This design comes from an exercise in tuning for a short achievable clock period and few clock cycles on the open sky130 flow, not from production work. No functional check of the RTL was part of this run. Power figures rest on the tool's default switching activity, not on a simulated workload.

==> design.v <==
module mvn_cpu (
    input  wire        clk,
    input  wire        rst,
    output reg         mem_req,
    output reg         mem_we,
    output reg  [11:0] mem_addr,
    output reg  [7:0]  mem_wdata,
    input  wire        mem_ready,
    input  wire [7:0]  mem_rdata,
    output wire        in_ready,
    input  wire        in_valid,
    input  wire [11:0] in_data,
    output wire        out_valid,
    output wire [11:0] out_data,
    output wire        halted,
    input  wire        resume,
    output wire        done,
    output wire        faulted,
    output wire [3:0]  fault_code,
    output wire [12:0] pc_o,
    output wire [11:0] ac_o
);
    localparam integer NI   = 40;    
    localparam integer ND   = 20;    
    localparam integer SBD  = 4;     
    localparam integer SBB  = 2;     
    localparam integer DIVR = 2;     
    localparam [3:0] OP_JMP = 4'h0, OP_JZ = 4'h1, OP_JN = 4'h2, OP_LV = 4'h3,
                     OP_ADD = 4'h4, OP_SUB = 4'h5, OP_MUL = 4'h6, OP_DIV = 4'h7,
                     OP_LD  = 4'h8, OP_MM  = 4'h9, OP_SC  = 4'hA, OP_RS  = 4'hB,
                     OP_HM  = 4'hC, OP_GD  = 4'hD, OP_PD  = 4'hE, OP_OS  = 4'hF;
    localparam [3:0] E_NONE = 4'd0, E_INVALID_ADDR = 4'd5, E_OUT_OF_RANGE = 4'd6,
                     E_DIV_ZERO = 4'd7, E_OVERFLOW = 4'd8, E_UNIMPL = 4'd9;
    function automatic wov(input [10:0] s0, input [10:0] s1,
                           input [10:0] r0, input [10:0] r1);
        wov = (s0 == r0) || (s0 == r1) || (s1 == r0) || (s1 == r1);
    endfunction
    reg [12:0] pcf;
    reg        f_halt;
    reg [12:0] ras;
    reg        d_v, d_ff;
    reg [15:0] d_ir;
    reg [12:0] d_pc, d_pc2, d_npc;
    reg [11:0] d_a1;
    reg        e_v, e_ff;
    reg [15:0] e_ir;
    reg [12:0] e_pc2, e_npc;
    reg [11:0] e_a1;
    reg [15:0] e_dr;
    reg        e_mt, e_mnt;      
    reg [11:0] ac;
    reg        ending, done_r, end_faulted;
    reg [3:0]  end_code;
    reg [12:0] end_pc;
    reg        div_act;      
    reg        div_fin;      
    reg [2:0]  div_left;
    reg [11:0] div_rem;
    reg [11:0] div_quo;
    reg [11:0] div_dvs;
    reg        div_neg;
    reg        fs;           
    reg [11:0] fa;           
    reg [11:0] fa_cur;       
    reg [7:0]  fhi;
    reg        fdirty;
    reg [11:0] sb_a [0:SBD-1];
    reg [7:0]  sb_d [0:SBD-1];
    reg [SBB-1:0] sb_head, sb_tail;
    reg [SBB:0]   sb_cnt;
    reg        f_for_i;
    wire [11:0] d_a = d_ir[11:0];
    wire [15:0] f_word_c, d_word_c;
    wire        f_hit, d_hit_w;
    wire        d_hit = d_hit_w && !d_a[0];
    wire        st_commit;
    wire [7:0]  st_b0, st_b1;
    wire        fdone;
    wire [15:0] f_word_m;
    wire        alloc = fdone && !fa[0];
    mvn_wcache #(.N(NI)) icache (
        .clk(clk), .rst(rst), .addr(pcf[11:1]), .hit(f_hit), .word(f_word_c),
        .alloc(alloc && f_for_i), .alloc_tag(fa[11:1]), .alloc_word(f_word_m),
        .st(st_commit), .st_a0(e_a), .st_a1(e_a1), .st_b0(st_b0), .st_b1(st_b1));
    mvn_wcache #(.N(ND)) dcache (
        .clk(clk), .rst(rst), .addr(d_a[11:1]), .hit(d_hit_w), .word(d_word_c),
        .alloc(alloc && !f_for_i), .alloc_tag(fa[11:1]), .alloc_word(f_word_m),
        .st(st_commit), .st_a0(e_a), .st_a1(e_a1), .st_b0(st_b0), .st_b1(st_b1));
    wire [3:0]  e_op   = e_ir[15:12];
    wire [11:0] e_a    = e_ir[11:0];
    wire        e_real = e_v && !e_ff && !ending;
    wire        e_aend = (e_a == 12'hFFF);
    wire [11:0] d      = e_dr[11:0];
    wire        e_isst = (e_op == OP_MM) || (e_op == OP_SC);
    wire sb_room = (sb_cnt <= SBD - 2);
    wire sb_ne   = (sb_cnt != 0);
    reg  [11:0] dv_rem_n, dv_quo_n;
    reg  [12:0] dv_sh, dv_sub;
    integer k;
    always @(*) begin
        dv_rem_n = div_rem;
        dv_quo_n = div_quo;
        for (k = 0; k < DIVR; k = k + 1) begin
            dv_sh  = {dv_rem_n, dv_quo_n[11]};
            dv_sub = dv_sh - {1'b0, div_dvs};
            if (!dv_sub[12]) begin
                dv_rem_n = dv_sub[11:0];
                dv_quo_n = {dv_quo_n[10:0], 1'b1};
            end else begin
                dv_rem_n = dv_sh[11:0];
                dv_quo_n = {dv_quo_n[10:0], 1'b0};
            end
        end
    end
    wire div_last = (div_left == 3'd0);
    wire [11:0] div_res = div_neg ? (~div_quo + 12'd1) : div_quo;
    wire [11:0] dv_x = ac[11] ? (~ac + 12'd1) : ac;
    wire [11:0] dv_y = d[11]  ? (~d + 12'd1)  : d;
    wire        dv_lt0 = dv_x < dv_y;
    reg  [11:0] dv_rem0, dv_quo0;
    reg  [2:0]  dv_left0;
    integer m;
    always @(*) begin
        dv_rem0  = 12'd0;
        dv_quo0  = dv_x;
        dv_left0 = 12 / DIVR - 1;
        for (m = 12 - DIVR; m > 0; m = m - DIVR) begin
            if ((dv_x >> m) < dv_y) begin
                dv_rem0  = dv_x >> m;
                dv_quo0  = dv_x << (12 - m);
                dv_left0 = m / DIVR - 1;
            end
        end
    end
    wire ac_zero = (ac == 12'd0);
    wire jtaken  = (e_op == OP_JMP) || (e_op == OP_JZ && ac_zero) || (e_op == OP_JN && ac[11]);
    wire taken   = jtaken || (e_op == OP_SC) || (e_op == OP_RS) || (e_op == OP_HM);
    reg        e_fault;
    reg [3:0]  e_fcode;
    reg        e_term;
    always @(*) begin
        e_fault = 1'b0;
        e_fcode = E_NONE;
        e_term  = 1'b0;
        if (e_v && !ending && !div_act) begin
            if (e_ff) begin
                e_fault = 1'b1; e_fcode = E_OUT_OF_RANGE;
            end else begin
                case (e_op)
                    OP_JMP, OP_JZ, OP_JN:
                        if (jtaken && e_a[0]) begin e_fault = 1'b1; e_fcode = E_INVALID_ADDR; end
                    OP_ADD, OP_SUB, OP_MUL, OP_LD, OP_MM:
                        if (e_aend) begin e_fault = 1'b1; e_fcode = E_OUT_OF_RANGE; end
                    OP_DIV:
                        if (e_aend) begin e_fault = 1'b1; e_fcode = E_OUT_OF_RANGE; end
                        else if (d == 12'd0) begin e_fault = 1'b1; e_fcode = E_DIV_ZERO; end
                    OP_SC:
                        if (e_aend) begin e_fault = 1'b1; e_fcode = E_OUT_OF_RANGE; end
                        else if (e_a[0]) begin e_fault = 1'b1; e_fcode = E_INVALID_ADDR; end
                    OP_RS:
                        if (e_aend) begin e_fault = 1'b1; e_fcode = E_OUT_OF_RANGE; end
                        else if (e_dr[15:12] != 4'd0) begin e_fault = 1'b1; e_fcode = E_OVERFLOW; end
                        else if (e_dr[0]) begin e_fault = 1'b1; e_fcode = E_INVALID_ADDR; end
                    OP_HM:
                        if (resume && e_a[0]) begin e_fault = 1'b1; e_fcode = E_INVALID_ADDR; end
                    OP_OS:
                        if (e_a != 12'd0) begin e_fault = 1'b1; e_fcode = E_UNIMPL; end
                        else e_term = 1'b1;
                    default: ;
                endcase
            end
        end
    end
    reg e_busy;
    always @(*) begin
        e_busy = div_act;
        if (!div_act) case (e_op)
            OP_MM, OP_SC: e_busy = !sb_room;
            OP_HM:        e_busy = !resume;
            OP_GD:        e_busy = !in_valid;
            default: ;
        endcase
    end
    wire e_end    = e_fault || e_term;
    wire e_done   = e_real && !e_busy;           
    wire e_commit = e_done && !e_end;
    wire e_free   = !e_v || !e_busy || ending;
    reg [12:0] e_anpc;
    always @(*) begin
        case (e_op)
            OP_JMP, OP_JZ, OP_JN: e_anpc = jtaken ? {1'b0, e_a} : e_pc2;
            OP_SC:  e_anpc = {1'b0, e_a} + 13'd2;
            OP_RS:  e_anpc = {1'b0, e_dr[11:0]};
            OP_HM:  e_anpc = {1'b0, e_a};
            default: e_anpc = e_pc2;
        endcase
    end
    wire       st_go     = e_done && e_isst;
    assign     st_commit = e_real && !div_act && e_isst && sb_room && !e_aend &&
                           !(e_op == OP_SC && e_a[0]);
    assign     st_b0 = (e_op == OP_SC) ? {3'b000, e_pc2[12:8]} : {{4{ac[11]}}, ac[11:8]};
    assign     st_b1 = (e_op == OP_SC) ? e_pc2[7:0] : ac[7:0];
    wire       st_pend = e_v && !e_ff && e_isst;     
    wire smc = st_go && ((d_v && wov(e_a[11:1], e_a1[11:1], d_pc[11:1], d_pc[11:1])) ||
                         wov(e_a[11:1], e_a1[11:1], pcf[11:1], pcf[11:1]));
    wire mispredict = taken ? !e_mt : !e_mnt;
    wire flush = e_done && (mispredict || smc);
    wire [3:0] d_op    = d_ir[15:12];
    wire       d_needs = !d_ff && (d_a != 12'hFFF) &&
                         ((d_op == OP_ADD) || (d_op == OP_SUB) || (d_op == OP_MUL) ||
                          (d_op == OP_DIV) || (d_op == OP_LD)  || (d_op == OP_RS));
    wire       d_haz   = st_pend && wov(e_a[11:1], e_a1[11:1], d_a[11:1], d_a1[11:1]);
    wire acc    = mem_req && mem_ready;
    wire wr_now = acc && sb_ne;
    wire rd_lo  = acc && !sb_ne && fs;
    wire fdirty_now = fdirty ||
                      (st_commit && wov(e_a[11:1], e_a1[11:1], fa[11:1], fa_cur[11:1]));
    assign fdone    = rd_lo && !fdirty_now;
    assign f_word_m = {fhi, mem_rdata};
    wire d_fill  = fdone && (fa == d_a);
    wire d_ready = !d_needs || (!d_haz && (d_hit || d_fill));
    wire [15:0] d_word = d_hit ? d_word_c : f_word_m;
    wire d_go    = d_v && d_ready && e_free && !flush && !ending;
    wire d_free  = !d_v || d_go;
    reg [12:0] d_tt;
    always @(*) begin
        case (d_op)
            OP_SC:   d_tt = {1'b0, d_a} + 13'd2;
            OP_RS:   d_tt = {1'b0, d_word[11:0]};
            default: d_tt = {1'b0, d_a};
        endcase
    end
    wire        f_fill = fdone && (fa == pcf[11:0]);
    wire [15:0] f_word = f_hit ? f_word_c : f_word_m;
    wire [3:0]  f_op   = f_word[15:12];
    wire [11:0] f_a    = f_word[11:0];
    wire [12:0] pcf2   = pcf + 13'd2;
    reg  [12:0] f_pred;
    always @(*) begin
        case (f_op)
            OP_JMP, OP_HM: f_pred = f_a[0] ? pcf2 : {1'b0, f_a};
            OP_SC:         f_pred = f_a[0] ? pcf2 : ({1'b0, f_a} + 13'd2);
            OP_RS:         f_pred = ras;
            default:       f_pred = pcf2;
        endcase
    end
    wire f_ff  = pcf[12];
    wire f_ok  = !f_halt && (f_hit || f_ff || f_fill);
    wire f_adv = f_ok && d_free && !flush && !ending;
    wire d_want = d_v && d_needs && !d_haz;
    wire d_miss = d_want && !d_hit;
    wire f_miss = !f_halt && !f_ff && !f_hit;
    wire [11:0] f_req  = d_want ? d_a : pcf[11:0];
    wire [11:0] f_req1 = d_want ? d_a1 : pcf[11:0];
    wire f_start = !fs && acc && !sb_ne && !flush && !ending && (d_want ? !d_hit : f_miss);
    always @(*) begin
        mem_req   = sb_ne || !ending;
        mem_we    = sb_ne;
        mem_addr  = sb_ne ? sb_a[sb_head] : fs ? fa_cur : f_req;
        mem_wdata = sb_d[sb_head];
    end
    assign in_ready   = e_real && !div_act && (e_op == OP_GD);
    assign out_valid  = e_real && !div_act && (e_op == OP_PD);
    assign out_data   = ac;
    assign halted     = e_real && !div_act && (e_op == OP_HM);
    assign done       = done_r;
    assign faulted    = end_faulted;
    assign fault_code = end_code;
    assign pc_o       = end_pc;
    assign ac_o       = ac;
    always @(posedge clk) begin
        if (rst) begin
            pcf         <= 13'd0;
            f_halt      <= 1'b0;
            ras         <= 13'd0;
            d_v         <= 1'b0;
            e_v         <= 1'b0;
            ac          <= 12'd0;
            ending      <= 1'b0;
            done_r      <= 1'b0;
            end_faulted <= 1'b0;
            end_code    <= E_NONE;
            end_pc      <= 13'd0;
            div_act     <= 1'b0;
            div_fin     <= 1'b0;
            fs          <= 1'b0;
            sb_head     <= {SBB{1'b0}};
            sb_tail     <= {SBB{1'b0}};
            sb_cnt      <= {(SBB+1){1'b0}};
        end else begin
            if (flush) begin
                pcf    <= e_anpc;
                f_halt <= 1'b0;
            end else if (f_adv) begin
                pcf <= f_pred;
                if (f_ff || f_op == OP_OS) f_halt <= 1'b1;
                if (f_op == OP_SC) ras <= pcf2;
            end
            if (d_free) begin
                d_ff  <= f_ff;
                d_ir  <= f_word;
                d_pc  <= pcf;
                d_pc2 <= pcf2;
                d_npc <= f_pred;
                d_a1  <= f_a + 12'd1;
            end
            if (flush || ending) d_v <= 1'b0;
            else if (d_free)     d_v <= f_adv;
            if (e_free) begin
                e_ff  <= d_ff;
                e_ir  <= d_ir;
                e_pc2 <= d_pc2;
                e_npc <= d_npc;
                e_a1  <= d_a1;
                e_dr  <= d_word;
                e_mt  <= (d_npc == d_tt);
                e_mnt <= (d_npc == d_pc2);
                e_v   <= d_go;
            end
            if (e_commit) begin
                case (e_op)
                    OP_LV:  ac <= e_a;
                    OP_ADD: ac <= ac + d;
                    OP_SUB: ac <= ac - d;
                    OP_MUL: ac <= ac * d;
                    OP_LD:  ac <= d;
                    OP_DIV: if (dv_lt0) ac <= 12'd0;
                    OP_GD:  ac <= in_data;
                    default: ;
                endcase
            end
            if (div_fin) ac <= div_res;
            if (!div_act) begin
                div_fin  <= 1'b0;
                div_left <= dv_left0;
                div_rem  <= dv_rem0;
                div_quo  <= dv_quo0;
                div_dvs  <= dv_y;
                div_neg  <= ac[11] ^ d[11];
                if (e_commit && e_op == OP_DIV && !dv_lt0) div_act <= 1'b1;
            end else if (div_fin) begin
                div_act <= 1'b0;
                div_fin <= 1'b0;
            end else begin
                div_left <= div_left - 3'd1;
                div_rem  <= dv_rem_n;
                div_quo  <= dv_quo_n;
                if (div_last) div_fin <= 1'b1;
            end
            if (e_end) begin
                ending      <= 1'b1;
                end_faulted <= e_fault;
                end_code    <= e_fcode;
                end_pc      <= e_ff ? 13'h1000 : e_pc2;
            end
            if (ending && !sb_ne) done_r <= 1'b1;
            if (st_commit) begin
                sb_a[sb_tail]        <= e_a;
                sb_d[sb_tail]        <= st_b0;
                sb_a[sb_tail + 1'b1] <= e_a1;
                sb_d[sb_tail + 1'b1] <= st_b1;
                sb_tail              <= sb_tail + 2'd2;
            end
            if (wr_now) sb_head <= sb_head + 1'b1;
            sb_cnt <= sb_cnt + (st_commit ? 2'd2 : 2'd0) - (wr_now ? 1'b1 : 1'b0);
            if (st_commit && wov(e_a[11:1], e_a1[11:1], fa[11:1], fa_cur[11:1])) fdirty <= 1'b1;
            if (flush || ending) begin
                fs <= 1'b0;
            end else if (!fs) begin
                if (f_start) begin
                    fs      <= 1'b1;
                    f_for_i <= !d_want;
                    fa      <= f_req;
                    fa_cur  <= f_req + 12'd1;
                    fhi     <= mem_rdata;
                    fdirty  <= st_commit && wov(e_a[11:1], e_a1[11:1], f_req[11:1], f_req1[11:1]);
                end
            end else if (rd_lo) begin
                fs <= 1'b0;
            end
        end
    end
endmodule
module mvn_wcache #(parameter integer N = 32) (
    input  wire        clk,
    input  wire        rst,
    input  wire [10:0] addr,
    output reg         hit,
    output reg  [15:0] word,
    input  wire        alloc,
    input  wire [10:0] alloc_tag,
    input  wire [15:0] alloc_word,
    input  wire        st,
    input  wire [11:0] st_a0,
    input  wire [11:0] st_a1,
    input  wire [7:0]  st_b0,
    input  wire [7:0]  st_b1
);
    reg [10:0] tag [0:N-1];
    reg [15:0] dat [0:N-1];
    reg [N-1:0] val;
    reg [$clog2(N)-1:0] ptr;
    reg [N-1:0] m;
    integer i;
    always @(*) begin
        word = 16'd0;
        for (i = 0; i < N; i = i + 1) begin
            m[i] = val[i] && (tag[i] == addr);
            word = word | (m[i] ? dat[i] : 16'd0);
        end
        hit = |m;
    end
    integer j;
    always @(posedge clk) begin
        if (rst) begin
            val <= {N{1'b0}};
            ptr <= 0;
        end else begin
            for (j = 0; j < N; j = j + 1) begin
                if (alloc && ptr == j) begin
                    tag[j] <= alloc_tag;
                    dat[j] <= alloc_word;
                    val[j] <= 1'b1;
                end else if (st) begin
                    if (tag[j] == st_a0[11:1]) begin
                        if (st_a0[0]) dat[j][7:0]  <= st_b0;
                        else          dat[j][15:8] <= st_b0;
                    end
                    if (tag[j] == st_a1[11:1]) begin
                        if (st_a1[0]) dat[j][7:0]  <= st_b1;
                        else          dat[j][15:8] <= st_b1;
                    end
                end
            end
            if (alloc) ptr <= (ptr == N - 1) ? 0 : ptr + 1'b1;
        end
    end
endmodule
==> run.sh <==
#!/bin/bash
# synth_recipe.tcl (not shown) runs the flow's synth.tcl, then flattens the netlist and writes it again
# the make line also repeats each setting of config.mk as NAME=value (left out here)
make -C /OpenROAD-flow-scripts/flow DESIGN_CONFIG=/design/flow/config.mk WORK_HOME=/design/flow/orfs CLKGATE_MAP_FILE= SYNTH_SCRIPT=/design/flow/synth_recipe.tcl finish
==> config.mk <==
export PLATFORM = sky130hd
export DESIGN_NAME = mvn_cpu
export DESIGN_NICKNAME = mvn_cpu
export VERILOG_FILES = /design/flow/design.v
export SDC_FILE = /design/flow/constraint.sdc
export NUM_CORES = 4
export LEC_CHECK = 0
export ABC_CLOCK_PERIOD_IN_PS = 4000
export CAP_MARGIN = 20
export CORE_MARGIN = 2
export CORE_UTILIZATION = 20
export PLACE_DENSITY = 0.4
export SETUP_SLACK_MARGIN = 1.5
export SLEW_MARGIN = 20
==> constraint.sdc <==
create_clock -name core_clock -period 7.0 [get_ports {clk}]
set_input_delay 1.4000 -clock core_clock [delete_from_list [all_inputs] [get_ports {clk}]]
set_output_delay 1.4000 -clock core_clock [all_outputs]
set_load 0.01 [all_outputs]
==> run summary <==
metal layers:
layer  GRT usage, %  up-vias  share of wire [%]
met5              0        -              0.017
met4           11.5       22                6.4
met3           4.22     1584                8.7
met2           34.7     6769                 44
met1           28.9    62100                 41
li1               -    51200                  -
registers in the layout, summed over array words and instances, names as in the netlist, 13 cells and up, named ones only:
register / count
e_pc2: 13
end_pc: 13
sb_a: 48
d_ir: 16
e_dr: 16
icache.tag: 440
d_npc: 13
icache.val: 40
ras: 13
e_ir: 16
dcache.val: 20
sb_d: 28
icache.dat: 640
pcf: 13
dcache.dat: 320
dcache.tag: 220
placed cells by master, fill, tap and decap left out, drive strengths merged, types with 361 or more instances in the layout:
master     n
edfxtp  1896
nor2    1394
a21oi   1264
xor2    1185
xnor2   1108
nand2    919
buf      907
o21ai    812
nand4    625
mux2i    613
mux2     486
clkbuf   374
inv      361
power groups by stage:
stage               clock [mW]  sequential (mW)  combinational [mW]
finish                    14.7             13.6                4.20
floorplan                    0             13.8                1.84
detailed placement           0             13.9                3.91
global placement             0             13.9                3.93
CTS                       14.9             13.6                4.05
global route              15.3             13.6                4.29
cell type report:
type,count,area (sq um)
diodes,32,80.1
clock buffers,371,7660
clock inverters,133,1270
fillers,73400,521000
inverters,353,1370
multi-input cells,10500,73200
flip-flops and latches,2039,59800
well taps,9027,11300
repair buffers,981,8500
cells by family after synthesis:
logic type                 Yosys count
DFF                               2039
AOI/OAI and AO/OA                 2832
xor gates and xnor gates          2293
buffers and inverters             1570
and+or+nand+nor                   4112
adders and majority gates          167
muxes                             1116
path summary, 6_finish.rpt:
check / from / endpoint / slack (ns) / depth (start not counted)
worst min-delay path: dcache.val[3] / dcache.val[3] / 0.45 / 2
worst max register to register: pcf[7] / pcf[11] / 1.41 / 13
worst min register to register: dcache.val[3] / dcache.val[3] / 0.45 / 2
worst max-delay path: pcf[7] / pcf[11] / 1.41 / 13
repair_timing:
| action | in CTS | in global routing |
|---|---|---|
| endpoints found under the hold margin | 0 | 0 |
| buffers inserted | 91 | 42 |
| pin swaps | 34 | 36 |
| resized for setup | 162 | 131 |
| setup endpoints to repair | 1529 | 278 |
| cloned | 2 | 0 |
through the flow:
stage	instance area, sq um	utilization (%)	std cells
finish	163000	23.9	23500
global route	163000	23.9	23400
CTS	162000	23.7	23400
detailed placement	152000	22.2	22800
global placement	152000	22.2	22800
floorplan	137000	-	14100
critical path: cells and delay by family, from the launching register on:
family                    cells  cell delay (ns)
and+or+nand+nor               7             2.35
AOI/OAI and AO/OA             3             1.40
DFF                           1             0.59
muxes                         1             0.52
buffers and inverters         1             0.37
xor gates and xnor gates      1             0.13
==> run summary <==
DRC viols: 0
worst-margin pin slew: 1.41 ns
total power: 32.5 mW
VDD IR max: 0.174 mV
Area contributors post-synth: edfxtp_1 (42%), xor2_1 (7.6%), xnor2_1 (7.1%)
total clock sinks: 2,039
crit-path most repeated cell: and3_1
clk buf depth: 4
synth unique cells: 99
clock root buffer: clkbuf_16
Routed WL per cell: 34.2 um
most frequent cells after synthesis: edfxtp_1 (1,896), nor2_1 (1,392), a21oi_1 (1,263)
Sw Pwr: 9.57 mW
Comb power frac: 12.9%
Mapped Cells: 14,100
H-tree lvl count: 5
Tcrit/Tclk final: 79.8%
Inserted Clock Buffers: 277
Pleak: 53.7 nW
clock network power share: 45.2%
CTS tree: built
IO buf count: 92
critical path data arrival time: 6.50 ns
Die Footprint: 692,000 sq um
post-DP HPWL: 550,000 um
global-route wire length before repair: 1,070,000 um
Slowest-stage cell, CP: a2111oi_1
largest family of logic cells by synthesized area: XOR/XNOR gates
post-synthesis register bit count: 2,039
predominant post-synthesis flop cell: edfxtp_1
Initial Util: 20.0%
setup ws final: 1.41 ns
GRT Util Overall: 22.1%
Syn Nets: 14,300
f_max: 179 MHz
antenna violations before repair: 61
Yosys top cell by area: edfxtp_1
final slew viol count: 0
via count: 122,000
status: timing/DRC/antenna clean
Worst slew margin: 6.17%
Layout Nets: 14,400
core footprint: 684,000 sq um
min cycle time layout: 5.59 ns
Max-cap violations: 0
RSZ-0062 raised after global routing: yes
hold_buf cts: 0
layout cells sized above 1: 15.6%
PD cells: 199 nW/um^2
Die Ht: 832 um
Antenna Nets Post-Route: 0
CP Cell Sequence: buf_6 -> xnor2_1 -> and4_1 -> nand3_1 -> o2111ai_1 -> a2111oi_1 -> nand4_1 -> mux2_2 -> and3_1 -> and3_1 -> and3b_1 -> or4_4 -> a221oi_2
CTS clock-pin slew for the worst setup and hold paths: 0.07 ns
Starting DRT DRC Count: 16,800
Flop pwr share: 41.8%
clk_skew: 0.133 ns
Yosys top cell area share: 41.5%
via count of the first global-routing pass: 113,000
Worst Hold Class: reg -> reg
Synth Area in XOR/XNOR: 14.6%
most common cell in the netlist: edfxtp_1
WL final: 803,000 um
row count: 304
crit start category: flop
Synth Area in Simple Gates: 14.6%
register area share after synthesis: 43.6%
Max stage delay on crit path: 0.70 ns
clk latency of the worst-skew pair: 1.02 ns
Vias/cell: 5.19
post-synthesis mux area share: 8.75%
adder and majority cell fraction of the synthesized area: 1.75%
Syn-to-layout area delta: 19.0%
post-synth design cell area: 137,000 sq um
endpoints failing hold: 0
Final Wtd Congestion: 1.08
Setup TNS Final: 0 ns
Final Setup Violations: 0
asr flop ratio synth: 0%
CP required: 7.92 ns
Synth Area in Compound Gates: 12.1%
Crit Path Class: reg -> reg
switch share: 29.4%
DRT Pass-1 Iters: 6
yosys warns: 7
WHS: 0.450 ns
pin count of the biggest net entering global routing: 88
Die X-Extent: 832 um
Mean Syn Cell Area: 9.71 sq um
CP Capture Type: flop
crit-path max FO: 16
global route total overflow: 0
pre-CTS setup slack: -0.344 ns
Ports: 93
number of synthesized flops with an enable pin: 1,896
Cell Int Power: 23.0 mW

## separate check: timing with driven ports
How much do the figures lean on ideal ports? The routed layout below was timed once more, with nothing changed but the port constraints. Step 1 (the two cells are an assumption about what drives the block):
set clk [get_ports {clk}]
set_driving_cell -lib_cell sky130_fd_sc_hd__clkbuf_16 $clk
set_driving_cell -lib_cell sky130_fd_sc_hd__buf_2 [delete_from_list [all_inputs] $clk]
Step 2 also shifts input and output timing later by t, the mid clock arrival at the registers, as if the neighbouring blocks saw the same clock. Three values: ideal, step 1, step 2; two values: the first two.
t, ns: 1.095
slack for setup (ns): 1.411 / 1.337 / 1.106
hold WS [ns]: 0.450 / 0.450 / 0.450
After both steps setup and hold are still met in this run. For this run, drivers alone change the setup slack by -0.074 ns; drivers and shift together by -0.305 ns.
